What follows belongs to an exercise in optimizing a design on an open flow for small area, a short achievable clock period and few clock cycles per item; a production flow would make more cautious choices. At most, simulation tests tie the RTL to the original design; equivalence was not proved. Function not checked in runs 1 and 2: the RTL went through the layout flow alone. Power and IR drop assume default switching activity.

**design/flow/design.v**
```verilog
module lpc1_crc24w (
    input  wire [23:0] f,
    input  wire [31:0] x,
    output wire [23:0] fn
);
    wire [31:0] y = x ^ {8'h00, f};
    assign fn[0] = ~(y[3] ^ y[8] ^ y[12] ^ y[23] ^ y[25] ^ y[26] ^ y[27] ^ y[30] ^ y[31]);
    assign fn[1] = ~(y[0] ^ y[3] ^ y[4] ^ y[8] ^ y[9] ^ y[12] ^ y[13] ^ y[23] ^ y[24] ^ y[25] ^ y[28] ^ y[30]);
    assign fn[2] = ~(y[0] ^ y[1] ^ y[4] ^ y[5] ^ y[9] ^ y[10] ^ y[13] ^ y[14] ^ y[24] ^ y[25] ^ y[26] ^ y[29] ^ y[31]);
    assign fn[3] = (y[0] ^ y[1] ^ y[2] ^ y[3] ^ y[5] ^ y[6] ^ y[8] ^ y[10] ^ y[11] ^ y[12] ^ y[14] ^ y[15] ^ y[23] ^ y[31]);
    assign fn[4] = ~(y[1] ^ y[2] ^ y[4] ^ y[6] ^ y[7] ^ y[8] ^ y[9] ^ y[11] ^ y[13] ^ y[15] ^ y[16] ^ y[23] ^ y[24] ^ y[25] ^ y[26] ^ y[27] ^ y[30] ^ y[31]);
    assign fn[5] = (y[2] ^ y[5] ^ y[7] ^ y[9] ^ y[10] ^ y[14] ^ y[16] ^ y[17] ^ y[23] ^ y[24] ^ y[28] ^ y[30]);
    assign fn[6] = (y[0] ^ y[3] ^ y[6] ^ y[8] ^ y[10] ^ y[11] ^ y[15] ^ y[17] ^ y[18] ^ y[24] ^ y[25] ^ y[29] ^ y[31]);
    assign fn[7] = ~(y[0] ^ y[1] ^ y[3] ^ y[4] ^ y[7] ^ y[8] ^ y[9] ^ y[11] ^ y[16] ^ y[18] ^ y[19] ^ y[23] ^ y[27] ^ y[31]);
    assign fn[8] = ~(y[0] ^ y[1] ^ y[2] ^ y[3] ^ y[4] ^ y[5] ^ y[9] ^ y[10] ^ y[17] ^ y[19] ^ y[20] ^ y[23] ^ y[24] ^ y[25] ^ y[26] ^ y[27] ^ y[28] ^ y[30] ^ y[31]);
    assign fn[9] = ~(y[0] ^ y[1] ^ y[2] ^ y[4] ^ y[5] ^ y[6] ^ y[8] ^ y[10] ^ y[11] ^ y[12] ^ y[18] ^ y[20] ^ y[21] ^ y[23] ^ y[24] ^ y[28] ^ y[29] ^ y[30]);
    assign fn[10] = ~(y[0] ^ y[1] ^ y[2] ^ y[3] ^ y[5] ^ y[6] ^ y[7] ^ y[9] ^ y[11] ^ y[12] ^ y[13] ^ y[19] ^ y[21] ^ y[22] ^ y[24] ^ y[25] ^ y[29] ^ y[30] ^ y[31]);
    assign fn[11] = (y[0] ^ y[1] ^ y[2] ^ y[4] ^ y[6] ^ y[7] ^ y[10] ^ y[13] ^ y[14] ^ y[20] ^ y[22] ^ y[27]);
    assign fn[12] = (y[1] ^ y[2] ^ y[3] ^ y[5] ^ y[7] ^ y[8] ^ y[11] ^ y[14] ^ y[15] ^ y[21] ^ y[23] ^ y[28]);
    assign fn[13] = (y[0] ^ y[2] ^ y[3] ^ y[4] ^ y[6] ^ y[8] ^ y[9] ^ y[12] ^ y[15] ^ y[16] ^ y[22] ^ y[24] ^ y[29]);
    assign fn[14] = (y[1] ^ y[3] ^ y[4] ^ y[5] ^ y[7] ^ y[9] ^ y[10] ^ y[13] ^ y[16] ^ y[17] ^ y[23] ^ y[25] ^ y[30]);
    assign fn[15] = ~(y[2] ^ y[4] ^ y[5] ^ y[6] ^ y[8] ^ y[10] ^ y[11] ^ y[14] ^ y[17] ^ y[18] ^ y[24] ^ y[26] ^ y[31]);
    assign fn[16] = ~(y[5] ^ y[6] ^ y[7] ^ y[8] ^ y[9] ^ y[11] ^ y[15] ^ y[18] ^ y[19] ^ y[23] ^ y[26] ^ y[30] ^ y[31]);
    assign fn[17] = ~(y[0] ^ y[3] ^ y[6] ^ y[7] ^ y[9] ^ y[10] ^ y[16] ^ y[19] ^ y[20] ^ y[23] ^ y[24] ^ y[25] ^ y[26] ^ y[30]);
    assign fn[18] = (y[1] ^ y[4] ^ y[7] ^ y[8] ^ y[10] ^ y[11] ^ y[17] ^ y[20] ^ y[21] ^ y[24] ^ y[25] ^ y[26] ^ y[27] ^ y[31]);
    assign fn[19] = ~(y[0] ^ y[2] ^ y[3] ^ y[5] ^ y[9] ^ y[11] ^ y[18] ^ y[21] ^ y[22] ^ y[23] ^ y[28] ^ y[30] ^ y[31]);
    assign fn[20] = (y[1] ^ y[4] ^ y[6] ^ y[8] ^ y[10] ^ y[19] ^ y[22] ^ y[24] ^ y[25] ^ y[26] ^ y[27] ^ y[29] ^ y[30]);
    assign fn[21] = ~(y[0] ^ y[2] ^ y[5] ^ y[7] ^ y[9] ^ y[11] ^ y[20] ^ y[23] ^ y[25] ^ y[26] ^ y[27] ^ y[28] ^ y[30] ^ y[31]);
    assign fn[22] = (y[1] ^ y[6] ^ y[10] ^ y[21] ^ y[23] ^ y[24] ^ y[25] ^ y[28] ^ y[29] ^ y[30]);
    assign fn[23] = ~(y[2] ^ y[7] ^ y[11] ^ y[22] ^ y[24] ^ y[25] ^ y[26] ^ y[29] ^ y[30] ^ y[31]);
endmodule
module lpc1_crc24i (
    input  wire [3:0]  j,
    output wire [23:0] f
);
    assign f[0] = 1'b0;
    assign f[1] = j[2] | j[3];
    assign f[2] = j[3];
    assign f[3] = j[1] | j[2] | j[3];
    assign f[4] = 1'b0;
    assign f[5] = j[1];
    assign f[6] = j[1];
    assign f[7] = j[1];
    assign f[8] = j[2];
    assign f[9] = j[1] | j[2];
    assign f[10] = j[1] | j[3];
    assign f[11] = 1'b0;
    assign f[12] = j[1] | j[3];
    assign f[13] = j[3];
    assign f[14] = j[3];
    assign f[15] = j[3];
    assign f[16] = j[2] | j[3];
    assign f[17] = j[2] | j[3];
    assign f[18] = j[2];
    assign f[19] = 1'b0;
    assign f[20] = j[1] | j[3];
    assign f[21] = j[1];
    assign f[22] = j[1] | j[2] | j[3];
    assign f[23] = j[2];
endmodule
module lpc1_crc10w (
    input  wire [9:0]  c,
    input  wire [31:0] x,
    output wire [9:0]  cn
);
    wire [31:0] y = x ^ {16'h0, c[1:0], 6'h0, c[9:2]};
    assign cn[0] = y[0] ^ y[3] ^ y[4] ^ y[6] ^ y[7] ^ y[8] ^ y[9] ^ y[11] ^ y[15] ^ y[17] ^ y[23] ^ y[24] ^ y[25] ^ y[26] ^ y[27] ^ y[28];
    assign cn[1] = y[1] ^ y[3] ^ y[5] ^ y[6] ^ y[10] ^ y[11] ^ y[12] ^ y[15] ^ y[17] ^ y[18] ^ y[23] ^ y[24] ^ y[29];
    assign cn[2] = y[0] ^ y[2] ^ y[4] ^ y[6] ^ y[7] ^ y[8] ^ y[11] ^ y[12] ^ y[13] ^ y[18] ^ y[19] ^ y[25] ^ y[30];
    assign cn[3] = y[1] ^ y[3] ^ y[5] ^ y[7] ^ y[9] ^ y[12] ^ y[13] ^ y[14] ^ y[19] ^ y[20] ^ y[26] ^ y[31];
    assign cn[4] = y[0] ^ y[2] ^ y[3] ^ y[7] ^ y[8] ^ y[9] ^ y[10] ^ y[11] ^ y[13] ^ y[14] ^ y[16] ^ y[17] ^ y[20] ^ y[21] ^ y[23] ^ y[24] ^ y[25] ^ y[26] ^ y[28];
    assign cn[5] = y[0] ^ y[1] ^ y[6] ^ y[7] ^ y[10] ^ y[12] ^ y[14] ^ y[18] ^ y[21] ^ y[22] ^ y[23] ^ y[24] ^ y[28] ^ y[29];
    assign cn[6] = y[1] ^ y[2] ^ y[7] ^ y[8] ^ y[11] ^ y[13] ^ y[15] ^ y[19] ^ y[22] ^ y[23] ^ y[25] ^ y[29] ^ y[30];
    assign cn[7] = y[0] ^ y[2] ^ y[3] ^ y[8] ^ y[9] ^ y[12] ^ y[14] ^ y[20] ^ y[23] ^ y[26] ^ y[30] ^ y[31];
    assign cn[8] = y[1] ^ y[3] ^ y[4] ^ y[8] ^ y[9] ^ y[10] ^ y[13] ^ y[15] ^ y[16] ^ y[21] ^ y[27] ^ y[31];
    assign cn[9] = y[2] ^ y[3] ^ y[5] ^ y[6] ^ y[7] ^ y[8] ^ y[10] ^ y[14] ^ y[15] ^ y[16] ^ y[22] ^ y[23] ^ y[24] ^ y[25] ^ y[26] ^ y[27];
endmodule
module lpc1_crc6h (
    input  wire [15:0] x,
    output wire [5:0]  c
);
    assign c[0] = x[1] ^ x[3] ^ x[5] ^ x[6] ^ x[7] ^ x[8] ^ x[9] ^ x[10] ^ x[13];
    assign c[1] = x[1] ^ x[2] ^ x[3] ^ x[4] ^ x[5] ^ x[8] ^ x[11] ^ x[13] ^ x[14];
    assign c[2] = x[1] ^ x[2] ^ x[4] ^ x[7] ^ x[8] ^ x[10] ^ x[12] ^ x[13] ^ x[14] ^ x[15];
    assign c[3] = x[0] ^ x[1] ^ x[2] ^ x[6] ^ x[7] ^ x[8] ^ x[10] ^ x[11] ^ x[14] ^ x[15];
    assign c[4] = x[0] ^ x[1] ^ x[2] ^ x[3] ^ x[7] ^ x[9] ^ x[11] ^ x[12] ^ x[15];
    assign c[5] = x[0] ^ x[2] ^ x[4] ^ x[5] ^ x[6] ^ x[7] ^ x[8] ^ x[9] ^ x[12];
endmodule
module lpc1_cksum (
    input  wire        clk,
    input  wire        rst,
    input  wire        cmd_valid,
    output wire        cmd_ready,
    input  wire [31:0] cmd_word,
    input  wire [31:0] cmd_len,
    input  wire [23:0] cmd_fcs_in,
    input  wire        in_valid,
    output wire        in_ready,
    input  wire [31:0] in_data,
    output reg         done,
    output reg  [7:0]  code,
    output reg  [7:0]  last_op,
    output reg         match,
    output reg  [23:0] fcs_val,
    output reg  [23:0] fcs_rx,
    output reg  [16:0] fcs_cover,
    output reg  [16:0] out_len,
    output reg  [5:0]  crc6,
    output reg  [9:0]  crc10
);
    localparam [7:0] C_OK           = 8'h00;
    localparam [7:0] C_FCS_MISMATCH = 8'h01;
    localparam [7:0] C_NO_CRC       = 8'h02;
    localparam [7:0] C_ERR_LEN      = 8'h10;
    localparam [7:0] C_ERR_TYPE     = 8'h11;
    localparam [7:0] C_ERR_OVERFLOW = 8'h13;
    localparam [7:0] C_ERR_PARAM    = 8'h14;
    localparam [7:0] C_ERR_CMD      = 8'h15;
    reg        rdy;           
    reg        irdy;          
    reg        setup;         
    reg        o_calc, o_gen, o_chk, o_crc6, o_crc10, o_splice;
    reg        illegal;       
    reg        big;           
    reg        sup_ov;        
    reg [16:0] rem;           
    reg [3:0]  jb;            
    reg        ui_elig;       
    reg [31:0] wrot;          
    reg [23:0] prev;          
    reg [1:0]  cidx;          
    reg        wv;            
    reg        wfirst;        
    reg        wsecond;       
    reg        wlast;         
    reg        ui;            
    reg        u0;            
    reg        u1;            
    reg        t_none;        
    reg        t_ok;          
    reg        fcs_on;        
    reg        c10_on;        
    reg        cmpx;          
    assign cmd_ready = rdy;
    assign in_ready  = irdy;
    wire d_calc   = (cmd_word == 32'h0000_0001);
    wire d_gen    = (cmd_word == 32'h0000_0002) || (cmd_word == 32'h0000_0102);
    wire d_chk    = (cmd_word == 32'h0000_0003);
    wire d_crc6   = (cmd_word == 32'h0000_0010);
    wire d_crc10  = (cmd_word == 32'h0000_0011);
    wire d_splice = (cmd_word == 32'h0000_0012);
    wire d_legal  = d_calc | d_gen | d_chk | d_crc6 | d_crc10 | d_splice;
    wire d_big    = (|cmd_len[31:17]) | (cmd_len[16] & (|cmd_len[15:0]));
    wire [1:0] d_j = (cmd_word[1:0] == 2'b11) ? ~cmd_len[1:0]
                                              : {cmd_len[1] ^ cmd_len[0], cmd_len[0]};
    wire [3:0] d_jh = {d_j == 2'd3, d_j == 2'd2, d_j == 2'd1, d_j == 2'd0};
    wire d_ui_elig = (d_gen & (|cmd_len[31:3])) |
                     (d_chk & ((|cmd_len[31:4]) |
                               (cmd_len[3] & (cmd_len[2] | (cmd_len[1] & cmd_len[0])))));
    wire accept = cmd_valid & rdy;
    wire fire   = in_valid & irdy;
    wire [16:0] n        = rem;                  
    wire        n_zero   = (n == 17'd0);
    wire        n_lt2    = (n[16:1] == 16'd0);
    wire        n_lt3    = n_lt2 | (n == 17'd2);
    wire        n_lt4    = (n[16:2] == 15'd0);
    wire        n_ovf    = (n > 17'd65533);
    wire        n_ragged = |rem[1:0];            
    wire        rem_gt4  = (|rem[16:3]) | (rem[2] & (|rem[1:0]));
    wire        rem_gt8  = (|rem[16:4]) | (rem[3] & (|rem[2:0]));
    wire        more_after = wv ? rem_gt8 : rem_gt4;
    wire        iuup     = o_crc10 | o_splice;
    wire ui_pat  = (in_data[15:13] == 3'b110) & ~in_data[16];
    wire ui_word = ui_elig & ui_pat;
    wire ui_next = (u0 & ui_pat) | u1;
    wire [3:0] jn = ui_next ? 4'b0010 : jb;
    wire [3:0] t_word    = in_data[7:4];
    wire       t_none_w  = (t_word == 4'd1);
    wire       t_ok_w    = (t_word == 4'd0) || (t_word == 4'd14);
    wire [5:0] crc6_word;
    lpc1_crc6h u_crc6 (.x(in_data[15:0]), .c(crc6_word));
    wire       crc6_wr = fire & (cidx == 2'd0) &
                         ((o_crc6 & ~n_lt2) | (o_splice & t_ok_w & ~n_lt4));
    wire [31:0] rot = ({32{jn[0]}} & in_data) |
                      ({32{jn[1]}} & {in_data[23:0], prev[23:16]}) |
                      ({32{jn[2]}} & {in_data[15:0], prev[23:8]}) |
                      ({32{jn[3]}} & {in_data[7:0], prev[23:0]});
    wire [23:0] fcs_init_b, fcs_init_1;
    lpc1_crc24i u_init_b (.j(jb), .f(fcs_init_b));
    lpc1_crc24i u_init_1 (.j(4'b0010), .f(fcs_init_1));
    wire [23:0] fcs_init = ui_next ? fcs_init_1 : fcs_init_b;
    wire fcs_clr  = setup & ~illegal & ~big &
                    (o_calc | (o_gen & ~n_ovf & ~sup_ov) | (o_chk & ~n_lt3));
    wire fcs_load = ~rdy & (cidx == 2'd0) & (fcs_clr | fcs_on);
    wire [23:0] fcs_next;
    lpc1_crc24w u_crc24 (.f(fcs_val), .x(wrot), .fn(fcs_next));
    wire [9:0] crc10_next;
    lpc1_crc10w u_crc10 (.c(crc10), .x(wrot), .cn(crc10_next));
    wire fcs_step = wv & fcs_on & ~(ui & ~wfirst & ~wsecond) &
                    ~(o_chk & wlast & n_ragged);
    wire c10_step = wv & c10_on & ~wfirst;
    wire        chk_cmp = o_chk & fcs_on &
                          ((wv & wlast & n_ragged) | cmpx);
    wire [23:0] rx_word = wrot[23:0];
    wire        rx_eq   = (fcs_val == rx_word);
    always @(posedge clk) begin
        wrot <= rot;
        if (fire)
            prev <= (iuup & (cidx == 2'd0)) ? 24'h0 : in_data[31:8];
        else if (rdy)
            prev <= 24'h0;
        if (rdy) begin
            o_calc   <= d_calc;
            o_gen    <= d_gen;
            o_chk    <= d_chk;
            o_crc6   <= d_crc6;
            o_crc10  <= d_crc10;
            o_splice <= d_splice;
            illegal  <= ~d_legal;
            big      <= d_big;
            sup_ov   <= cmd_word[8] & (|cmd_fcs_in);
            jb       <= d_jh;
            ui_elig  <= d_ui_elig;
        end
        if (rdy)
            rem <= cmd_len[16:0];
        else if (wv)
            rem <= rem - 17'd4;
        if (accept) begin
            cidx   <= 2'd0;
            fcs_on <= 1'b0;
            u0     <= d_ui_elig;
            u1     <= 1'b0;
        end else if (fire) begin
            if (cidx != 2'd2)
                cidx <= cidx + 2'd1;
            u0 <= 1'b0;
            u1 <= u0 & ui_pat;
        end
        if (fcs_clr)
            fcs_on <= 1'b1;
        wfirst  <= (cidx == 2'd0);
        wsecond <= (cidx == 2'd1);
        wlast   <= ~more_after;
        if (cidx == 2'd0) begin
            ui     <= ui_word;
            t_none <= t_none_w;
            t_ok   <= t_ok_w;
        end
        if (accept)
            c10_on <= 1'b0;
        else if (wv & wfirst & iuup & t_ok & ~(wlast & n_ragged))
            c10_on <= 1'b1;
    end
    always @(posedge clk) begin
        if (rst) begin
            rdy       <= 1'b1;
            irdy      <= 1'b0;
            setup     <= 1'b0;
            wv        <= 1'b0;
            cmpx      <= 1'b0;
            done      <= 1'b0;
            code      <= 8'h00;
            last_op   <= 8'h00;
            match     <= 1'b0;
            fcs_val   <= 24'h0;
            fcs_rx    <= 24'h0;
            fcs_cover <= 17'h0;
            out_len   <= 17'h0;
            crc6      <= 6'h0;
            crc10     <= 10'h0;
        end else begin
            done  <= 1'b0;
            setup <= accept;
            cmpx  <= 1'b0;
            wv    <= fire;
            if (accept) begin
                rdy     <= 1'b0;
                irdy    <= d_legal & ~d_big & (|cmd_len);
                last_op <= cmd_word[7:0];
            end else if (fire) begin
                irdy <= more_after;
            end
            if (setup) begin
                if (illegal) begin
                    code    <= C_ERR_CMD;
                    out_len <= 17'h0;
                    done    <= 1'b1;
                    rdy     <= 1'b1;
                end else if (big) begin
                    code <= C_ERR_PARAM;
                    if (o_gen | o_splice)
                        out_len <= 17'h0;
                    done <= 1'b1;
                    rdy  <= 1'b1;
                end else begin
                    if (n_zero) begin
                        done <= 1'b1;
                        rdy  <= 1'b1;
                    end
                    if (o_calc) begin
                        code      <= C_OK;
                        fcs_cover <= n;
                    end
                    if (o_gen) begin
                        if (n_ovf) begin
                            code    <= C_ERR_OVERFLOW;
                            out_len <= 17'h0;
                        end else begin
                            code    <= C_OK;
                            out_len <= n + 17'd3;
                            fcs_cover <= sup_ov ? 17'h0 : n;
                        end
                    end
                    if (o_chk) begin
                        if (n_lt3)
                            code <= C_ERR_LEN;
                        else
                            fcs_cover <= n - 17'd3;
                    end
                    if (o_crc6)
                        code <= n_lt2 ? C_ERR_LEN : C_OK;
                    if (o_crc10)
                        code <= C_ERR_LEN;    
                    if (o_splice) begin
                        code    <= C_ERR_LEN;
                        out_len <= n;         
                    end
                end
            end
            if (fcs_load)
                fcs_val <= fcs_init;
            if (crc6_wr)
                crc6 <= crc6_word;
            if (fcs_step)
                fcs_val <= fcs_next;
            if (c10_step)
                crc10 <= crc10_next;
            if (wv & wfirst) begin
                if (ui & fcs_on)
                    fcs_cover <= 17'd7;
                if (iuup) begin
                    if (t_none) begin
                        code <= C_NO_CRC;
                        if (o_crc10)
                            crc10 <= 10'h0;
                    end else if (!t_ok) begin
                        code <= C_ERR_TYPE;
                        if (o_splice)
                            out_len <= 17'h0;
                    end else if (wlast & n_ragged) begin
                        code <= C_ERR_LEN;
                        if (o_splice)
                            out_len <= 17'h0;
                    end else begin
                        code  <= C_OK;
                        crc10 <= 10'h0;
                    end
                end
            end
            if (chk_cmp) begin
                fcs_rx <= rx_word;
                match  <= rx_eq;
                code   <= rx_eq ? C_OK : C_FCS_MISMATCH;
                done   <= 1'b1;
                rdy    <= 1'b1;
            end else if (wv & wlast) begin
                if (o_chk & fcs_on) begin
                    cmpx <= 1'b1;
                end else begin
                    done <= 1'b1;
                    rdy  <= 1'b1;
                end
            end
        end
    end
endmodule
```
**design/flow/flow/run.sh**
```bash
#!/bin/bash
# The standard layout (the standard.sh: standard synthesis, floorplan,
# placement, CTS, routing), with the ports buffered by the smallest buffer
# (sky130_fd_sc_hd__buf_1) instead of the resizer's default delay cell;
# repair_design and repair_timing resize them where needed.
set -euo pipefail
export BUFFER_PORTS_ARGS="-buffer_cell sky130_fd_sc_hd__buf_1"
bash standard.sh finish SETUP_SLACK_MARGIN=5.4 TNS_END_PERCENT=0 > standard_flow.log 2>&1
```
**design/flow/standard.sh**
```bash
#!/bin/bash
# synth_recipe.tcl (not shown) runs the flow's synth.tcl, then flattens the netlist and writes it again
# the make line also repeats each setting of config.mk as NAME=value (left out here)
make -C /OpenROAD-flow-scripts/flow DESIGN_CONFIG=/design/flow/config.mk WORK_HOME=/design/flow/orfs CLKGATE_MAP_FILE= SYNTH_SCRIPT=/design/flow/synth_recipe.tcl "${@:-finish}"
```
**design/flow/config.mk**
```make
export PLATFORM = sky130hd
export DESIGN_NAME = lpc1_cksum
export DESIGN_NICKNAME = lpc1_cksum
export VERILOG_FILES = /design/flow/design.v
export SDC_FILE = /design/flow/constraint.sdc
export NUM_CORES = 4
export LEC_CHECK = 0
export CAP_MARGIN = 20
export CORE_MARGIN = 2
export CORE_UTILIZATION = 40
export SETUP_SLACK_MARGIN = 5
export SLEW_MARGIN = 20
export SYNTH_MEMORY_MAX_BITS = 8192
export TNS_END_PERCENT = 0
```
**design/flow/constraint.sdc**
```tcl
create_clock -name core_clock -period 8.0 [get_ports {clk}]
set_input_delay 1.6000 -clock core_clock [delete_from_list [all_inputs] [get_ports {clk}]]
set_output_delay 1.6000 -clock core_clock [all_outputs]
set_load 0.01 [all_outputs]
```
==> key figures, run 1 <==
Floorplanning
  – Initial core utilization: 0.406
  – Core area: 32,600 µm²
  – Die area: ~35,000 µm²
  – Die span in x: ~190 µm
  – Die height: ~190 µm
  – Row cnt: 66
  – I/O Pins: around 240

Yosys
  – Count of cell types in the netlist: 84
  – Number of synthesized flops with an enable pin: between 50 and 60
  – Sequential share of the synthesized area: 0.377
  – Post-Syn Area: around 13,000 µm²
  – Register bit count reported by yosys: between 200 and 250
  – Largest cells by area after synthesis: dfxtp_1 (24%), xnor2_1 (15%), edfxtp_1 (13%)
  – Ys flop type: dfxtp_1
  – Mean Syn Cell Area: roughly 9.0 µm²
  – Yosys warns: 1
  – Syn Inst Count: between 1k and 1.5k
  – Yosys top cell area share: 0.243
  – Cell taking the most area after synthesis: dfxtp_1
  – Ys async rst share: 0

STA
  – Setup_tns: 0 ns
  – Final Skew: approximately 0.015 ns
  – Fin. Hold Viols: 0
  – Rel. slew slack: 0.271
  – Tmin final: between 2 and 3 ns
  – Final setup violation count: 0
  – Unrepaired setup endpoints after global routing: true
  – Pins Over Slew Limit: 0
  – Max frequency: 0.364 GHz
  – Least-Margin Pin Slew: roughly 1.1 ns
  – Final period util: 0.344

Place
  – HPWL after DPL: between 30,000 and 40,000 µm
  – Final GP Congestion: 0.942
  – IO buf count: around 240

Setup path
  – Worst R2R Start: rem[2]
  – Crit path kind: reg2out
  – CP Capture Type: output pin
  – Critical path data required time: 6.40 ns
  – Worst-path cell chain: buf_1
  – Stages on worst setup path: 1
  – Worst reg2reg path depth: 9
  – Cell with the largest stage delay on the worst path: dfxtp_1
  – Max incr delay on CP: roughly 0.44 ns
  – Setup slack, reg-to-reg: between 5 and 6 ns
  – WP buf/inv: 1
  – RR Endpoint: fcs_val[1]
  – CP Launch Type: flop
  – Crit path arrival time: 1.15 ns
  – Top delay family on crit path: flip-flops
  – Crit-path max FO: 3

Global route
  – First-pass GRT wire length: 66,400 µm
  – Global Route Usage Sum: 0.251
  – Grt total ovfl: 0
  – Largest net degree at the start of global routing: 79
  – Initial antenna violation count: 1
  – Vias in the first global route: between 10k and 15k

Power
  – Switch share: 0.354
  – Pwr Total: 4.41 mW
  – Sw Pwr: approximately 1.6 mW
  – Peak VDD IR: approximately 0.16 mV
  – Pleak: approximately 5.5 nW
  – P_int: 2.85 mW
  – Clock Power Share: 0.278
  – Sequential fraction of design power: 0.303
  – Comb power frac: 0.419
  – Power per Cell Area: 277 nW/µm²

Min path
  – Hold WC Path Type: reg2reg
  – Endpoint, Worst Hold: fcs_cover[9]
  – Hold path cells: 2
  – Hold path start: fcs_cover[9]

Clock tree
  – Worst-path clk slew: 0.06 ns
  – CTS max path bufs: 3
  – Htree depth: 1
  – Clock latency (worst-skew pair): around 0.53 ns
  – TritonCTS Buffers: 26
  – CTS sink cnt: 220
  – Hold-fix buffers, CTS: 0
  – CTS tree: built
  – CTS root buf: clkbuf_16

Flow run
  – Max-Cap Viols: 0

Final layout
  – Layout cells sized above 1: 0.115
  – Final core utilization: 0.489
  – Antenna Cells: 0
  – Most frequent cells in the layout: buf_1 (229), xnor2_1 (217), nand2_1 (202)
  – Layout area overhead: 20.3%
  – Leading cell type in the layout, fill and taps excluded: buf_1
  – Nets: around 1.8k

Drt
  – Residual DRC: 0
  – Final ANT Viol Nets: 0
  – Total routed wirelength: roughly 45,000 µm
  – Vias per cell: about 5.6
  – Pre-Repair DR Iteration Count: 6
  – WL/cell: 21.0 µm
  – Total number of vias: approximately 12k
  – Detailed Route Iter0 Violations: between 1k and 1.5k

Outcome
  – Status: no timing/DRC/antenna violations
-- repair_timing --
| action | CTS | global route |
|---|---|---|
| gates cloned | 0 | 3 |
| gates resized for setup | 39 | 35 |
| setup buffers | 19 | 23 |
| pin swaps | 2 | 9 |
| setup endpoints to repair | 259 | 290 |
-- worst max path at each step --
stage,start,endpoint,slack [ns]
after floorplan,in_data[5],crc6[0],5.01
after global placement,in_data[15],fcs_val[12],4.42
after detailed placement,in_data[15],fcs_val[12],4.37
after CTS,code[0],code[0],5.24
after global routing,rem[2],fcs_val[17],5.20
final,fcs_val[17],fcs_val[17],5.25
-- cell usage after synthesis (10+ instances only) --
| library cell | n |
|---|---|
| ha_1 | 15 |
| inv_1 | 17 |
| mux2i_1 | 10 |
| clkbuf_1 | 75 |
| a211oi_1 | 14 |
| xor2_1 | 50 |
| dfxtp_1 | 161 |
| a21o_1 | 10 |
| and2_1 | 36 |
| nor2_1 | 85 |
| nand3_1 | 16 |
| nor3_1 | 20 |
| edfxtp_1 | 59 |
| nand2_1 | 202 |
| o211ai_1 | 14 |
| xnor3_1 | 15 |
| o21ai_0 | 53 |
| nand4_1 | 17 |
| nor4_1 | 27 |
| buf_2 | 17 |
| a22oi_1 | 84 |
| xnor2_1 | 222 |
| a21oi_1 | 102 |
| nand2b_1 | 10 |
-- power by group through the flow --
stage	Sequential [mW]	Clock, mW	Combinational [mW]
finish	1.34	1.23	1.85
global route	1.34	1.30	1.97
CTS	1.33	1.25	1.79
detailed placement	1.37	0	1.75
global placement	1.37	0	1.75
floorplan	1.27	0	1.45
-- cell families after synthesis --
kind of cell / synth area share
compound gates: 0.166
flops: 0.377
mux: 0.00755
simple gates: 0.168
fa+ha+maj: 0.0142
xor+xnor: 0.231
buf+inv: 0.0368
-- tightest hold or removal path, stage by stage (launching register included) --
cell	delay, ns
dfxtp_1	0.31
nand2_1	0.05
a21oi_1	0.05
-- area by class of cell --
class                           count  area, µm²
Clock buffer                       37        774
Fill cell                        3167      16700
Tap cell                          442        553
Timing Repair Buffer              295       1410
Sequential cell                   220       5010
Multi-Input combinational cell   1131       8010
Inverter                           18       67.6
Clock inverter                     11        113
-- state kept, by name, summed over array words and instances, names as in the netlist, 2 cells and up --
name	flops
fcs_rx	24
prev	24
crc10	10
out_len	17
wrot	32
fcs_val	24
last_op	8
jb	4
code	8
cidx	2
fcs_cover	17
crc6	6
rem	17
-- routing by layer --
metal | vias to the layer above | wire length [µm] | global-route usage | share of wire
met1 | 5764 | 20500 | 0.364 | 0.45
met4 | 2 | 641 | 0.0428 | 0.014
met2 | 557 | 20500 | 0.401 | 0.45
li1 | 5595 | - | - | -
met3 | 53 | 3580 | 0.0368 | 0.079
met5 | - | 13 | 0 | 0.00029
-- stage by stage --
| step | area [µm²] | hold WS, ns | setup WS, ns | cells |
|---|---|---|---|---|
| 2_1_floorplan | 13400 | 0.430 | 5.01 | 1469 |
| 3_3_place_gp | 14400 | 0.441 | 4.42 | 2060 |
| 3_5_place_dp | 14400 | 0.443 | 4.37 | 2061 |
| 4_1_cts | 15600 | 0.452 | 5.24 | 2128 |
| 5_1_grt | 15900 | 0.472 | 5.20 | 2154 |
| 6_report | 15900 | 0.449 | 5.25 | 2154 |
==> run 2, diff against run 1 <==
--- a/design/flow/config.mk
+++ b/design/flow/config.mk
@@ -7,7 +7,7 @@
 export LEC_CHECK = 0
 export CAP_MARGIN = 20
 export CORE_MARGIN = 2
-export CORE_UTILIZATION = 40
+export CORE_UTILIZATION = 60
 export SETUP_SLACK_MARGIN = 5
 export SLEW_MARGIN = 20
 export SYNTH_MEMORY_MAX_BITS = 8192
==> run 2 against run 1 <==
  * Still clean on timing, DRC and antenna
  * Power down 1.9%
  * Cell area down 2.3%
  * Flip-flop and latch count unchanged
  * Combinational power about the same
  * Wire length down 8.9%
  * Maximum frequency down 1.1%
  * Critical endpoint is now fcs_val[21]
  * Largest power group unchanged
  * Highest routed layer is now met4
==> key figures, run 2 <==
Outcome
  – Status: no timing/DRC/antenna violations

Place
  – HPWL after DPL: ~29,000 µm
  – IO buf count: between 200 and 250
  – Final GP Congestion: roughly 0.97
  – DP Area: 14,200 µm²

Yosys
  – Largest cells by area after synthesis: dfxtp_1 (24%), xnor2_1 (15%), edfxtp_1 (13%)
  – Yosys warns: 1
  – Yosys top cell area share: 0.243
  – Simple-Gate Fraction of Synth Area: 0.168
  – Sequential share of the synthesized area: 0.377
  – Compound-Gate Fraction of Synth Area: 0.166
  – Count of cell types in the netlist: 84
  – Post-Synth Adder-Cell Area: 0.0142
  – Ys flop type: dfxtp_1
  – Post-Syn Area: around 13,000 µm²
  – Proportion of synthesized area in mux cells: 0.00755
  – Most common cell in the synthesized netlist: xnor2_1
  – Syn Inst Count: 1,469
  – Main combinational cell family by area after synthesis: XOR/XNOR gates
  – Ys async rst share: 0
  – Mean Syn Cell Area: 9.02 µm²
  – Post-synthesis xor/xnor area fraction: 0.231
  – Cell taking the most area after synthesis: dfxtp_1
  – Post-synth top cells: xnor2_1 (222), nand2_1 (202), dfxtp_1 (161), a21oi_1 (102), nor2_1 (85)
  – Register bit count reported by yosys: 220
  – Number of synthesized flops with an enable pin: 59

Clock tree
  – CTS tree: built
  – Worst-path clk slew: 0.06 ns
  – Clock latency (worst-skew pair): between 0.5 and 0.6 ns
  – CTS max path bufs: 3
  – CTS root buf: clkbuf_16
  – Htree depth: 1
  – CTS sink cnt: between 200 and 250
  – TritonCTS Buffers: 25

Power
  – Comb power frac: 0.423
  – Peak VDD IR: between 0.2 and 0.25 mV
  – Power per Cell Area: ~280 nW/µm²
  – P_int: 2.80 mW
  – Clock Power Share: 0.271
  – Sw Pwr: approximately 1.5 mW
  – Pleak: about 5.5 nW
  – Switch share: 0.353
  – Sequential fraction of design power: 0.306

Final layout
  – Layout cells sized above 1: 0.106
  – Leading cell type in the layout, fill and taps excluded: buf_1
  – FF+latch area: 5030 µm²
  – Nets: between 1.5k and 2k
  – Design Area, Final: around 16,000 µm²
  – Layout area overhead: 17.4%
  – Antenna Cells: 0
  – Fillers: roughly 1.8k
  – Reg with most FFs: wrot
  – Max reg flops: 32
  – Area of the multi-input gates: just under 8000 µm²
  – Most frequent cells in the layout: buf_1 (230), xnor2_1 (219), nand2_1 (201)

Setup path
  – CP Launch Type: flop
  – CP Capture Type: flop
  – Crit path kind: reg2reg
  – Crit path arrival time: between 3 and 4 ns
  – Worst R2R Start: rem[0]
  – Critical path data required time: approximately 8.4 ns
  – Crit-path max FO: 18
  – Critical path origin: rem[0]

Global route
  – M1 GR Usage: 0.498
  – Grt met2 use: 0.534
  – First-pass GRT wire length: 64,500 µm
  – Vias in the first global route: between 10k and 15k
  – Met3 GRT Util: 0.0597
  – Gr busiest metal: met2
  – Grt total ovfl: 0
  – Global Route Usage Sum: 0.344
  – Largest net degree at the start of global routing: roughly 80
  – Initial antenna violation count: 0

STA
  – Final period util: 0.347
  – Tmin final: approximately 2.8 ns
  – Max frequency: around 0.36 GHz
  – Rel. slew slack: 0.300
  – Unrepaired setup endpoints after global routing: true
  – Least-Margin Pin Slew: approximately 1.0 ns
  – Fin. Hold Viols: 0
  – Setup_tns: 0 ns
  – Final setup violation count: 0
  – Final Skew: ~0.024 ns
  – Pins Over Slew Limit: 0

Drt
  – Pre-Repair DR Iteration Count: 5
  – Total routed wirelength: 41,200 µm
  – Total number of vias: 12.1k
  – Vias per cell: about 6.1
  – Detailed Route Iter0 Violations: 1,342
  – Final ANT Viol Nets: 0
  – Residual DRC: 0
  – WL/cell: between 20 and 25 µm

Floorplanning
  – Die span in x: about 150 µm
  – Die area: 23,300 µm²
  – Row cnt: 54
  – Initial core utilization: 0.609
  – I/O Pins: between 200 and 250
  – Die height: between 150 and 200 µm
  – Core area: between 20,000 and 25,000 µm²

Min path
  – Hold WC Path Type: reg2reg
  – Hold path start: fcs_cover[15]

Flow run
  – Max-Cap Viols: 0
## run 2: worst max-delay path: stages (launching register included)
cell and delay, ns:
edfxtp_1 0.48, buf_4 0.19, o211ai_1 0.36, nor4_4 0.14
a211oi_2 0.47, o31a_1 0.23, o21a_2 0.41, nor2_1 0.11
a311oi_2 0.28
## run 2: final cells by class
type,instances,share of cell area
inverter,18,0.00434
multi-input combinational,1130,0.508
timing repair buffer,285,0.0874
sequential,220,0.323
clock inverter,10,0.00563
clock buffer,36,0.0488
tap,280,0.0225
## run 2: power by group through the flow
stage / logic, mW / clock network (mW) / registers (mW)
after floorplan: 1.45 / 0 / 1.27
after global placement: 1.72 / 0 / 1.35
after detailed placement: 1.72 / 0 / 1.36
after CTS: 1.79 / 1.18 / 1.32
after global routing: 1.95 / 1.22 / 1.33
final: 1.83 / 1.17 / 1.33
## run 2: worst paths after layout
check	endpoint	slack, ns	cells past startpoint
worst max register to register	fcs_val[21]	5.22	8
worst max-delay path	fcs_val[21]	5.22	8
worst min-delay path	fcs_cover[15]	0.45	2
worst min register to register	fcs_cover[15]	0.45	2
## run 2: routing by layer
layer  vias to the layer above  routed length, µm
met3                        80               4060
li1                       5572                  -
met4                         0                996
met2                       661              18400
met1                      5767              17700
met5                         -                  0
## run 2: per-stage QoR
| stage | util | setup WS [ns] | power, mW | cells | hold WS, ns |
|---|---|---|---|---|---|
| after floorplan | - | 5.01 | 2.72 | 1469 | 0.430 |
| after global routing | 0.716 | 5.13 | 4.50 | 1979 | 0.476 |
| after global placement | 0.654 | 4.44 | 3.07 | 1901 | 0.438 |
| after CTS | 0.711 | 5.28 | 4.30 | 1970 | 0.456 |
| after detailed placement | 0.654 | 4.33 | 3.08 | 1901 | 0.444 |
| final | 0.716 | 5.22 | 4.33 | 1979 | 0.451 |
## run 2: cell families after synthesis
kind of cell | count (synthesis)
simple gates | 465
compound gates | 337
xor+xnor | 303
flops | 220
buf+inv | 119
fa+ha+maj | 15
mux | 10
## run 2: timing repair
item | 4_1_cts | 5_1_grt
gates cloned | 2 | 1
gates resized for setup | 64 | 8
endpoints found under the hold margin | 0 | 0
endpoints found under the setup margin | 260 | 261
pin swaps | 2 | 1
buffers inserted | 21 | 8
hold buffers | 0 | 0
==> run 3, diff against run 2 <==
--- a/design/flow/design.v
+++ b/design/flow/design.v
@@ -98,7 +98,7 @@
     output wire        in_ready,
     input  wire [31:0] in_data,
     output reg         done,
-    output reg  [7:0]  code,
+    output wire [7:0]  code,
     output reg  [7:0]  last_op,
     output reg         match,
     output reg  [23:0] fcs_val,
@@ -108,14 +108,14 @@
     output reg  [5:0]  crc6,
     output reg  [9:0]  crc10
 );
-    localparam [7:0] C_OK           = 8'h00;
-    localparam [7:0] C_FCS_MISMATCH = 8'h01;
-    localparam [7:0] C_NO_CRC       = 8'h02;
-    localparam [7:0] C_ERR_LEN      = 8'h10;
-    localparam [7:0] C_ERR_TYPE     = 8'h11;
-    localparam [7:0] C_ERR_OVERFLOW = 8'h13;
-    localparam [7:0] C_ERR_PARAM    = 8'h14;
-    localparam [7:0] C_ERR_CMD      = 8'h15;
+    localparam [3:0] C_OK           = 4'b0_000;    
+    localparam [3:0] C_FCS_MISMATCH = 4'b0_001;    
+    localparam [3:0] C_NO_CRC       = 4'b0_010;    
+    localparam [3:0] C_ERR_LEN      = 4'b1_000;    
+    localparam [3:0] C_ERR_TYPE     = 4'b1_001;    
+    localparam [3:0] C_ERR_OVERFLOW = 4'b1_011;    
+    localparam [3:0] C_ERR_PARAM    = 4'b1_100;    
+    localparam [3:0] C_ERR_CMD      = 4'b1_101;    
     reg        rdy;           
     reg        irdy;          
     reg        setup;         
@@ -141,6 +141,8 @@
     reg        fcs_on;        
     reg        c10_on;        
     reg        cmpx;          
+    reg  [3:0] code_q;
+    assign code = {3'b000, code_q[3], 1'b0, code_q[2:0]};
     assign cmd_ready = rdy;
     assign in_ready  = irdy;
     wire d_calc   = (cmd_word == 32'h0000_0001);
@@ -260,7 +262,7 @@
             wv        <= 1'b0;
             cmpx      <= 1'b0;
             done      <= 1'b0;
-            code      <= 8'h00;
+            code_q    <= 4'h0;
             last_op   <= 8'h00;
             match     <= 1'b0;
             fcs_val   <= 24'h0;
@@ -283,12 +285,12 @@
             end
             if (setup) begin
                 if (illegal) begin
-                    code    <= C_ERR_CMD;
+                    code_q  <= C_ERR_CMD;
                     out_len <= 17'h0;
                     done    <= 1'b1;
                     rdy     <= 1'b1;
                 end else if (big) begin
-                    code <= C_ERR_PARAM;
+                    code_q <= C_ERR_PARAM;
                     if (o_gen | o_splice)
                         out_len <= 17'h0;
                     done <= 1'b1;
@@ -299,31 +301,31 @@
                         rdy  <= 1'b1;
                     end
                     if (o_calc) begin
-                        code      <= C_OK;
+                        code_q    <= C_OK;
                         fcs_cover <= n;
                     end
                     if (o_gen) begin
                         if (n_ovf) begin
-                            code    <= C_ERR_OVERFLOW;
+                            code_q  <= C_ERR_OVERFLOW;
                             out_len <= 17'h0;
                         end else begin
-                            code    <= C_OK;
+                            code_q  <= C_OK;
                             out_len <= n + 17'd3;
                             fcs_cover <= sup_ov ? 17'h0 : n;
                         end
                     end
                     if (o_chk) begin
                         if (n_lt3)
-                            code <= C_ERR_LEN;
+                            code_q <= C_ERR_LEN;
                         else
                             fcs_cover <= n - 17'd3;
                     end
                     if (o_crc6)
-                        code <= n_lt2 ? C_ERR_LEN : C_OK;
+                        code_q <= n_lt2 ? C_ERR_LEN : C_OK;
                     if (o_crc10)
-                        code <= C_ERR_LEN;    
+                        code_q <= C_ERR_LEN;    
                     if (o_splice) begin
-                        code    <= C_ERR_LEN;
+                        code_q  <= C_ERR_LEN;
                         out_len <= n;         
                     end
                 end
@@ -341,19 +343,19 @@
                     fcs_cover <= 17'd7;
                 if (iuup) begin
                     if (t_none) begin
-                        code <= C_NO_CRC;
+                        code_q <= C_NO_CRC;
                         if (o_crc10)
                             crc10 <= 10'h0;
                     end else if (!t_ok) begin
-                        code <= C_ERR_TYPE;
+                        code_q <= C_ERR_TYPE;
                         if (o_splice)
                             out_len <= 17'h0;
                     end else if (wlast & n_ragged) begin
-                        code <= C_ERR_LEN;
+                        code_q <= C_ERR_LEN;
                         if (o_splice)
                             out_len <= 17'h0;
                     end else begin
-                        code  <= C_OK;
+                        code_q <= C_OK;
                         crc10 <= 10'h0;
                     end
                 end
@@ -361,7 +363,7 @@
             if (chk_cmp) begin
                 fcs_rx <= rx_word;
                 match  <= rx_eq;
-                code   <= rx_eq ? C_OK : C_FCS_MISMATCH;
+                code_q <= rx_eq ? C_OK : C_FCS_MISMATCH;
                 done   <= 1'b1;
                 rdy    <= 1'b1;
             end else if (wv & wlast) begin
--- a/design/flow/config.mk
+++ b/design/flow/config.mk
@@ -7,7 +7,7 @@
 export LEC_CHECK = 0
 export CAP_MARGIN = 20
 export CORE_MARGIN = 2
-export CORE_UTILIZATION = 60
+export CORE_UTILIZATION = 40
 export SETUP_SLACK_MARGIN = 5
 export SLEW_MARGIN = 20
 export SYNTH_MEMORY_MAX_BITS = 8192
==> run 3 against run 2 <==
  * Synthesized area decreased by 1.9%
  * Hold slack better by 0.0019 ns
  * Via count fell by 2.0%
  * Global-route usage decreased by 9.6 points
  * First-iteration DRC count fell by 29%
  * Sequential power is essentially flat
  * Power shrank 1.2%
  * Combinational power decreased by 2%
  * Non-clock buffer count increased by 6
  * Setup slack got worse by 0.067 ns
  * Clock power hardly changed
==> key figures, run 3 <==
Global route
  – Global Route Usage Sum: 0.248
  – Vias in the first global route: approximately 11k
  – First-pass GRT wire length: between 60,000 and 70,000 µm
  – Grt total ovfl: 0
  – Initial antenna violation count: 0
  – Largest net degree at the start of global routing: 70

STA
  – Max frequency: about 0.35 GHz
  – Final Skew: 0.0210 ns
  – Final setup violation count: 0
  – Final period util: 0.356
  – Unrepaired setup endpoints after global routing: true
  – Fin. Hold Viols: 0
  – Setup_tns: 0 ns
  – Rel. slew slack: 0.384
  – Tmin final: about 2.8 ns
  – Pins Over Slew Limit: 0
  – Least-Margin Pin Slew: slightly above 0.9 ns

Floorplanning
  – Die height: 184 µm
  – Initial core utilization: 0.403
  – Die span in x: approximately 180 µm
  – Core area: around 32,000 µm²
  – I/O Pins: roughly 240
  – Row cnt: 66
  – Die area: roughly 34,000 µm²

Clock tree
  – CTS root buf: clkbuf_16
  – Clock latency (worst-skew pair): 0.53 ns
  – Worst-path clk slew: ~0.060 ns
  – CTS max path bufs: 3
  – Htree depth: 1
  – TritonCTS Buffers: 26
  – CTS sink cnt: ~220
  – CTS tree: built
  – Hold-fix buffers, CTS: 0

Drt
  – Residual DRC: 0
  – Total routed wirelength: roughly 43,000 µm
  – Total number of vias: between 10k and 15k
  – WL/cell: between 20 and 25 µm
  – Detailed Route Iter0 Violations: about 960
  – Pre-Repair DR Iteration Count: 5
  – Vias per cell: 5.49
  – Final ANT Viol Nets: 0

Setup path
  – Worst reg2reg path depth: 10
  – Critical path data required time: between 8 and 9 ns
  – Crit path kind: in2reg
  – CP Launch Type: input port
  – Crit-path max FO: 2
  – CP Capture Type: flop
  – Crit path arrival time: 3.29 ns

Power
  – Pleak: 5.42 nW
  – Peak VDD IR: 0.165 mV
  – Power per Cell Area: around 270 nW/µm²
  – Pwr Total: roughly 4.3 mW

Min path
  – Hold WC Path Type: reg2reg
  – Hold path cells: 2

Final layout
  – Max reg flops: 32
  – Antenna Cells: 0
  – Most frequent cells in the layout: xnor2_1 (237), buf_1 (227), nand2_1 (198)
  – Reg with most FFs: wrot
  – Layout cells sized above 1: 0.0974
  – Layout area overhead: 20.7%
  – Leading cell type in the layout, fill and taps excluded: xnor2_1
  – Nets: about 1.8k

Outcome
  – Status: no timing/DRC/antenna violations

Yosys
  – Ys flop type: dfxtp_1
  – Yosys warns: 1
  – Ys async rst share: 0
  – Post-Syn Area: 13,000 µm²
  – Count of cell types in the netlist: 77
  – Number of synthesized flops with an enable pin: between 50 and 60
  – Sequential share of the synthesized area: 0.378
  – Post-synth top cells: xnor2_1 (239), nand2_1 (200), dfxtp_1 (157), a21oi_1 (102), clkbuf_1 (90)
  – Most common cell in the synthesized netlist: xnor2_1
  – Largest cells by area after synthesis: dfxtp_1 (24%), xnor2_1 (16%), edfxtp_1 (14%)
  – Register bit count reported by yosys: between 200 and 250
  – Mean Syn Cell Area: 8.81 µm²
  – Syn Inst Count: between 1k and 1.5k
  – Cell taking the most area after synthesis: dfxtp_1
  – Yosys top cell area share: 0.242

Place
  – HPWL after DPL: about 31,000 µm
  – Final GP Congestion: ~1
  – IO buf count: between 200 and 250

Flow run
  – Max-Cap Viols: 0
==> run 3: changes by cell type after synthesis, sizes merged, moves of 7 or more <==
cell / previous run / this run
a22oi: 84 / 70
buf: 25 / 15
clkbuf: 76 / 91
nor4: 29 / 22
o211ai: 14 / 3
o221ai: 0 / 9
o22ai: 2 / 10
xnor2: 230 / 243
xnor3: 18 / 6
xor2: 51 / 63
==> run 3: per-layer routing <==
| metal | vias to the layer above | global-route usage | share of wire |
|---|---|---|---|
| li1 | 5588 | - | - |
| met1 | 5619 | 0.359 | 0.45 |
| met2 | 558 | 0.377 | 0.44 |
| met3 | 79 | 0.0403 | 0.086 |
| met4 | 0 | 0.0726 | 0.028 |
| met5 | - | 0 | 0 |
==> run 3: final cells by class <==
type	instances	area, µm²
fillers	3162	16600
multi-input cells	1139	7880
flip-flops and latches	216	4920
repair buffers	291	1410
clock buffers	38	778
well taps	442	553
clock inverters	10	77.6
inverters	20	75.1
==> run 3: repair_timing <==
action | in CTS | in global routing
pin swaps | 13 | 7
setup buffers | 19 | 22
setup endpoints to repair | 250 | 251
gates resized for setup | 54 | 21
cloned | 4 | 0
==> run 3: logic make-up (layout without fill, tap and decap cells) <==
logic type / Yosys count / count (layout) / share of synthesized area
and+or+nand+nor: 455 / 457 / 0.165
AOI/OAI and AO/OA: 338 / 338 / 0.172
xor gates and xnor gates: 313 / 313 / 0.221
DFF: 216 / 216 / 0.378
buffers and inverters: 126 / 359 / 0.0399
adders and majority gates: 14 / 14 / 0.0135
muxes: 13 / 13 / 0.0102
other: 1 / 4 / 0.000288
==> run 3: worst paths after layout <==
path	slack (ns)	start	end
setup / recovery	5.16	cmd_len[31]	irdy
hold / removal	0.45	fcs_cover[7]	fcs_cover[7]
setup reg to reg	5.19	rem[1]	fcs_val[10]
hold reg to reg	0.45	fcs_cover[7]	fcs_cover[7]
==> run 3: through the flow <==
stage,util,cell area [µm²],std cells,setup WS [ns],hold slack (ns)
floorplan,-,13100,1479,4.85,0.432
global placement,0.438,14100,2063,3.94,0.439
detailed placement,0.438,14100,2063,3.85,0.446
CTS,0.477,15400,2134,5.20,0.453
global route,0.486,15700,2156,5.11,0.471
finish,0.486,15700,2156,5.16,0.453
==> run 3: critical path: stages <==
cell	delay [ns]
buf_1	0.09
nor4_2	0.29
nand4_1	0.15
nand4b_1	0.27
buf_4	0.19
nor3_4	0.14
mux2i_1	0.11
or3_1	0.33
a21oi_2	0.12
==> run 3: power breakdown <==
part           switching (mW)  leakage, nW  internal, mW  total (mW)
clock network           0.469        0.420         0.704        1.17
registers               0.126         1.92          1.18        1.31
logic                   0.933         3.09         0.860        1.79
Testbench counts of run 3, summed over its fixed seeds: cycles 10,251, items 384.
==> run 4, diff against run 3 <==
--- a/design/flow/config.mk
+++ b/design/flow/config.mk
@@ -8,6 +8,8 @@
 export CAP_MARGIN = 20
 export CORE_MARGIN = 2
 export CORE_UTILIZATION = 40
+export CTS_CLUSTER_DIAMETER = 100
+export CTS_CLUSTER_SIZE = 30
 export SETUP_SLACK_MARGIN = 5
 export SLEW_MARGIN = 20
 export SYNTH_MEMORY_MAX_BITS = 8192
==> run 4 against run 3 <==
  * Clock-buffer cell count fell by 23
  * Clock skew is 0.0070 ns higher
  * First-iteration DRC count increased by 22%
  * Maximum frequency shrank 0.79%
  * Critical endpoint is now fcs_val[14]
==> key figures, run 4 <==
Floorplanning
  – Core area: roughly 32,000 µm²
  – I/O Pins: 242
  – Die area: 34,000 µm²
  – Row cnt: 66
  – Die span in x: 184 µm
  – Initial core utilization: 0.403
  – Die height: around 180 µm

Power
  – Sequential fraction of design power: 0.343
  – Pleak: just over 5 nW
  – Sw Pwr: between 1 and 1.5 mW
  – Clock Power Share: 0.188
  – Pwr Total: between 3 and 4 mW
  – Peak VDD IR: 0.122 mV
  – Power per Cell Area: around 250 nW/µm²
  – Switch share: 0.383
  – P_int: 2.36 mW
  – Comb power frac: 0.469

Drt
  – Total routed wirelength: 42,800 µm
  – Total number of vias: 11.7k
  – Final ANT Viol Nets: 0
  – Pre-Repair DR Iteration Count: 6
  – WL/cell: between 20 and 25 µm
  – Vias per cell: between 5 and 6
  – Detailed Route Iter0 Violations: 1,166
  – Residual DRC: 0

Yosys
  – Cell taking the most area after synthesis: dfxtp_1
  – Largest cells by area after synthesis: dfxtp_1 (24%), xnor2_1 (16%), edfxtp_1 (14%)
  – Yosys warns: 1
  – Post-synth top cells: xnor2_1 (239), nand2_1 (200), dfxtp_1 (157), a21oi_1 (102), clkbuf_1 (90)
  – Ys async rst share: 0
  – Register bit count reported by yosys: 216
  – Mean Syn Cell Area: approximately 8.8 µm²
  – Most common cell in the synthesized netlist: xnor2_1
  – Number of synthesized flops with an enable pin: 59
  – Sequential share of the synthesized area: 0.378
  – Count of cell types in the netlist: 77
  – Syn Inst Count: 1,476
  – Post-Syn Area: 13,000 µm²
  – Yosys top cell area share: 0.242
  – Ys flop type: dfxtp_1

STA
  – Final period util: 0.358
  – Tmin final: ~2.9 ns
  – Setup_tns: 0 ns
  – Fin. Hold Viols: 0
  – Rel. slew slack: 0.386
  – Unrepaired setup endpoints after global routing: true
  – Max frequency: about 0.35 GHz
  – PnR worst setup slack: ~5 ns
  – Pins Over Slew Limit: 0
  – Least-Margin Pin Slew: 0.915 ns
  – Final Skew: between 0.02 and 0.03 ns
  – Final setup violation count: 0

Place
  – Pre-CTS setup slack: between 3 and 4 ns
  – DP Area: 14,100 µm²
  – IO buf count: ~240
  – HPWL after DPL: about 31,000 µm
  – Dpl cells: approximately 2.1k
  – Final GP Congestion: about 0.97

Setup path
  – CP Capture Type: flop
  – Worst-path cell chain: buf_2 > nor4bb_4 > a21oi_4 > and2_4 > a21boi_2 > a211oi_1 > a211oi_1
  – Max incr delay on CP: approximately 0.45 ns
  – CP Launch Type: input port
  – Crit path kind: in2reg
  – Cell with the largest stage delay on the worst path: nor4bb_4
  – Cell mode on critical path: a211oi_1
  – Top delay family on crit path: compound AO/OA/AOI/OAI gates
  – Critical path data required time: roughly 8.4 ns
  – Crit path arrival time: 3.23 ns
  – WP buf/inv: 1
  – Crit-path max FO: 17

Final layout
  – Most frequent cells in the layout: xnor2_1 (237), buf_1 (228), nand2_1 (198)
  – Post-route insts no fill: ~2.1k
  – Reg with most FFs: wrot
  – Layout cells sized above 1: 0.0826
  – Fillers: 3,212
  – Nets: around 1.8k
  – Layout area overhead: 16.7%
  – Max reg flops: 32
  – Leading cell type in the layout, fill and taps excluded: xnor2_1
  – Antenna Cells: 0
  – Area of the multi-input gates: between 7000 and 8000 µm²
  – Design Area, Final: about 15,000 µm²
  – FF+latch area: about 5000 µm²

Outcome
  – Status: no timing/DRC/antenna violations

Global route
  – First-pass GRT wire length: between 60,000 and 70,000 µm
  – Global Route Usage Sum: 0.245
  – Vias in the first global route: between 10k and 15k
  – Initial antenna violation count: 0
  – Largest net degree at the start of global routing: 70
  – Grt total ovfl: 0

Clock tree
  – Clock latency (worst-skew pair): about 0.50 ns
  – CTS root buf: clkbuf_16
  – Hold-fix buffers, CTS: 0
  – CTS sink cnt: around 220
  – TritonCTS Buffers: 12
  – CTS max path bufs: 3
  – Htree depth: 1
  – CTS tree: built
  – Worst-path clk slew: about 0.12 ns

Flow run
  – Max-Cap Viols: 0

Min path
  – Hold WC Path Type: reg2reg
run 4: cell counts after synthesis:
No cell type changed its count.
run 4: layout make-up:
class,count,area share
Multi-Input combinational cell,1139,0.518
Clock inverter,5,0.00429
Inverter,20,0.00495
Clock buffer,15,0.0219
Timing Repair Buffer,287,0.0906
Tap cell,442,0.0364
Sequential cell,216,0.324
run 4: per-stage QoR:
stage               utilization  hold slack [ns]
finish                    0.470            0.459
floorplan                     -            0.432
global placement          0.438            0.439
global route              0.470            0.480
CTS                       0.464            0.461
detailed placement        0.438            0.446
run 4: tightest hold or removal path, stage by stage (launching register included):
cell,delay (ns)
dfxtp_1,0.32
nand2_1,0.05
a21oi_1,0.05
run 4: timing repair:
item / CTS / global route
endpoints found under the setup margin: 242 / 252
buffers inserted: 25 / 12
gates resized for setup: 45 / 23
cloned: 4 / 0
pin swaps: 9 / 9
run 4: logic make-up (layout without fill, tap and decap cells):
family,Yosys count,after routing,share of synthesized area
buffers and inverters,126,327,0.0399
adders and majority gates,14,14,0.0135
AOI/OAI and AO/OA,338,338,0.172
muxes,13,13,0.0102
xor gates and xnor gates,313,313,0.221
other,1,4,0.000288
DFF,216,216,0.378
and+or+nand+nor,455,457,0.165
run 4: final timing paths:
kind | startpoint | to | slack (ns) | cells past startpoint
min | fcs_cover[7] | fcs_cover[7] | 0.46 | 2
min reg2reg | fcs_cover[7] | fcs_cover[7] | 0.46 | 2
max | in_data[15] | fcs_val[14] | 5.13 | 7
max reg2reg | rem[8] | fcs_val[8] | 5.20 | 8
run 4: power by group through the flow:
stage / registers [mW] / clock network (mW) / logic, mW
2_1_floorplan: 1.25 / 0 / 1.42
3_3_place_gp: 1.34 / 0 / 1.71
3_5_place_dp: 1.34 / 0 / 1.70
4_1_cts: 1.30 / 0.732 / 1.76
5_1_grt: 1.31 / 0.775 / 1.92
6_report: 1.31 / 0.718 / 1.79
run 4: metal layers:
metal | vias to the layer above | track usage | part of all wire
li1 | 5538 | - | -
met1 | 5590 | 0.360 | 0.46
met2 | 477 | 0.378 | 0.44
met3 | 57 | 0.0310 | 0.075
met4 | 0 | 0.0646 | 0.025
met5 | - | 0 | 0
==> run 5, diff against run 4 <==
--- a/design/flow/config.mk
+++ b/design/flow/config.mk
@@ -9,7 +9,7 @@
 export CORE_MARGIN = 2
 export CORE_UTILIZATION = 40
 export CTS_CLUSTER_DIAMETER = 100
-export CTS_CLUSTER_SIZE = 30
+export CTS_CLUSTER_SIZE = 25
 export SETUP_SLACK_MARGIN = 5
 export SLEW_MARGIN = 20
 export SYNTH_MEMORY_MAX_BITS = 8192
==> run 5 against run 4 <==
  * Sequential power barely moved
  * Maximum frequency is 1.2% higher
  * Via count increased by 0.61%
  * Global-route usage is 0.057 points higher
  * Clock skew down 0.0072 ns
  * Power increased by 0.12%
  * Synthesized cell count did not move
  * Critical endpoint is now fcs_val[10]
==> key figures, run 5 <==
Power
  – Peak VDD IR: roughly 0.17 mV
  – Pleak: ~5.2 nW
  – Power per Cell Area: 251 nW/µm²

Place
  – DP Area: about 14,000 µm²
  – Dpl cells: just over 2k
  – IO buf count: roughly 240
  – Final GP Congestion: ~1
  – HPWL after DPL: between 30,000 and 40,000 µm

Yosys
  – Ys async rst share: 0
  – Number of synthesized flops with an enable pin: ~60
  – Main combinational cell family by area after synthesis: XOR/XNOR gates
  – Most common cell in the synthesized netlist: xnor2_1
  – Simple-Gate Fraction of Synth Area: 0.165
  – Ys flop type: dfxtp_1
  – Yosys warns: 1
  – Count of cell types in the netlist: 77
  – Syn Inst Count: 1,476
  – Compound-Gate Fraction of Synth Area: 0.172
  – Post-Synth Adder-Cell Area: 0.0135
  – Sequential share of the synthesized area: 0.378
  – Post-Syn Area: roughly 13,000 µm²
  – Largest cells by area after synthesis: dfxtp_1 (24%), xnor2_1 (16%), edfxtp_1 (14%)
  – Post-synthesis xor/xnor area fraction: 0.221
  – Mean Syn Cell Area: 8.81 µm²
  – Proportion of synthesized area in mux cells: 0.0102
  – Yosys top cell area share: 0.242
  – Register bit count reported by yosys: around 220
  – Post-synth top cells: xnor2_1 (239), nand2_1 (200), dfxtp_1 (157), a21oi_1 (102), clkbuf_1 (90)
  – Cell taking the most area after synthesis: dfxtp_1

Floorplanning
  – Die span in x: 184 µm
  – I/O Pins: ~240
  – Die area: 34,000 µm²
  – Die height: about 180 µm
  – Initial core utilization: 0.403
  – Core area: ~32,000 µm²
  – Row cnt: 66

STA
  – Setup_tns: 0 ns
  – Final Skew: between 0.02 and 0.025 ns
  – Fin. Hold Viols: 0
  – Unrepaired setup endpoints after global routing: true
  – Rel. slew slack: 0.407
  – Tmin final: 2.83 ns
  – Pins Over Slew Limit: 0
  – Max frequency: 0.353 GHz
  – Final period util: 0.354
  – Final setup violation count: 0
  – Least-Margin Pin Slew: just under 0.9 ns
  – Final Hold Slack: ~0.46 ns

Outcome
  – Status: no timing/DRC/antenna violations

Global route
  – Vias in the first global route: 10.6k
  – Largest net degree at the start of global routing: 70
  – First-pass GRT wire length: 64,300 µm
  – Grt total ovfl: 0
  – Global Route Usage Sum: 0.246
  – Initial antenna violation count: 0

Setup path
  – Crit path arrival time: about 3.2 ns
  – WP buf/inv: 3
  – Critical path origin: rem[9]
  – Critical path data required time: 8.35 ns
  – CP Launch Type: flop
  – CP Capture Type: flop
  – Cell mode on critical path: buf_4
  – Cell with the largest stage delay on the worst path: edfxtp_1
  – Worst-path cell chain: buf_4 > buf_4 > and3_1 > and4_1 > a211oi_4 > o311ai_4 > buf_4 > and2_4 > o31ai_4 > o22ai_1
  – Crit-path max FO: 9
  – Worst R2R Start: rem[9]
  – Max incr delay on CP: 0.48 ns
  – RR Endpoint: fcs_val[10]
  – Worst reg2reg path depth: 10
  – Crit path kind: reg2reg
  – Setup slack, reg-to-reg: around 5.2 ns
  – Crit path to: fcs_val[10]
  – Stages on worst setup path: 10
  – Top delay family on crit path: compound AO/OA/AOI/OAI gates

Drt
  – Final ANT Viol Nets: 0
  – Vias per cell: between 5 and 6
  – WL/cell: 20.3 µm
  – Detailed Route Iter0 Violations: between 1k and 1.5k
  – Total routed wirelength: approximately 43,000 µm
  – Total number of vias: 11.7k
  – Pre-Repair DR Iteration Count: 5
  – Residual DRC: 0

Final layout
  – Layout cells sized above 1: 0.0852
  – Post-route insts no fill: 2,133
  – Max reg flops: 32
  – Design Area, Final: around 15,000 µm²
  – Most frequent cells in the layout: xnor2_1 (237), buf_1 (229), nand2_1 (198)
  – Nets: approximately 1.8k
  – Layout area overhead: 17.2%
  – Reg with most FFs: wrot
  – Leading cell type in the layout, fill and taps excluded: xnor2_1
  – Antenna Cells: 0
  – Final core utilization: 0.472

Clock tree
  – Htree depth: 1
  – Worst-path clk slew: ~0.09 ns
  – CTS max path bufs: 3
  – CTS root buf: clkbuf_16
  – Hold-fix buffers, CTS: 0
  – Clock latency (worst-skew pair): 0.50 ns
  – CTS tree: built
  – TritonCTS Buffers: 13
  – CTS sink cnt: between 200 and 250

Flow run
  – Max-Cap Viols: 0

Min path
  – Hold WC Path Type: reg2reg
run 5: cell counts after synthesis:
No cell type changed its count.
run 5: logic make-up after synthesis:
logic type               after synthesis
multiplexers                          13
AND/OR/NAND/NOR                      455
XOR/XNOR                             313
buffers and inverters                126
AO/OA/AOI/OAI                        338
other                                  1
flip-flops                           216
adder cells (fa/ha/maj)               14
run 5: tightest hold or removal path: stages, from the launching register on:
cell and delay (ns):
dfxtp_1 0.32, nand2_1 0.05, a21oi_1 0.05
run 5: through the flow:
stage               worst slack, ns  total power [mW]
finish                         5.17              3.82
global route                   5.07              4.02
CTS                            5.16              3.79
detailed placement             3.85              3.04
global placement               3.94              3.05
floorplan                      4.85              2.66
run 5: worst min path at each step:
stage                  from            to  slack (ns)  cells past startpoint
2_1_floorplan       prev[6]       wrot[6]        0.43                      2
3_3_place_gp   fcs_cover[8]  fcs_cover[8]        0.44                      2
3_5_place_dp    out_len[10]   out_len[10]        0.45                      2
4_1_cts         out_len[10]   out_len[10]        0.46                      2
5_1_grt          last_op[1]    last_op[1]        0.48                      2
6_report       fcs_cover[7]  fcs_cover[7]        0.46                      2
run 5: final cells by class:
type	count	area [µm²]
clock buffers	18	344
multi-input cells	1139	7870
well taps	442	553
repair buffers	295	1440
inverters	20	75.1
flip-flops and latches	216	4920
fillers	3213	17000
clock inverters	3	40.0
run 5: power breakdown:
group	total, mW	internal (mW)	switching [mW]	leakage (nW)
registers	1.31	1.18	0.126	1.91
logic	1.80	0.863	0.936	3.09
clock network	0.714	0.314	0.400	0.180
run 5: timing repair:
| item | CTS | global route |
|---|---|---|
| gates cloned | 3 | 1 |
| buffers inserted | 22 | 22 |
| pin swaps | 10 | 8 |
| endpoints found under the setup margin | 242 | 251 |
| resized for setup | 43 | 29 |
run 5: layer usage:
| layer | wire [µm] | track usage | vias to the layer above |
|---|---|---|---|
| li1 | - | - | 5553 |
| met3 | 3470 | 0.0330 | 53 |
| met4 | 994 | 0.0611 | 0 |
| met5 | 0 | 0 | - |
| met1 | 19700 | 0.360 | 5609 |
| met2 | 19000 | 0.380 | 518 |

[re-timing with driven ports]
In the flow no input, the clock included, has a driving cell. The finished layouts below were timed again as built, in two steps.
Step 1 assumes that a clkbuf_16 drives the clock port and a buf_2 every other input.
Step 2 adds t to the input delays and takes it off the output delays; t is the mean of the earliest and latest rising clock arrival at the registers after step 1. Input paths then give back, and output paths get back, about the clock's delay inside the block.
Three values: ideal, step 1, step 2; two values: the first two.
run | t (ns) | setup slack, ns | hold slack, ns
run 1 | 0.575 | 5.252 / 5.202 / 4.735 | 0.449 / 0.449 / 0.449
run 2 | 0.583 | 5.222 / 5.211 / 4.704 | 0.451 / 0.451 / 0.451
run 3 | 0.573 | 5.155 / 5.121 / 4.611 | 0.453 / 0.453 / 0.453
run 4 | 0.530 | 5.133 / 5.138 / 4.629 | 0.459 / 0.459 / 0.459
run 5 | 0.536 | 5.168 / 5.132 / 4.662 | 0.457 / 0.457 / 0.457
After both steps setup and hold are still met in every run listed. For run 3, which loses most, drivers alone change the setup slack by -0.034 ns; drivers and shift together by -0.544 ns.
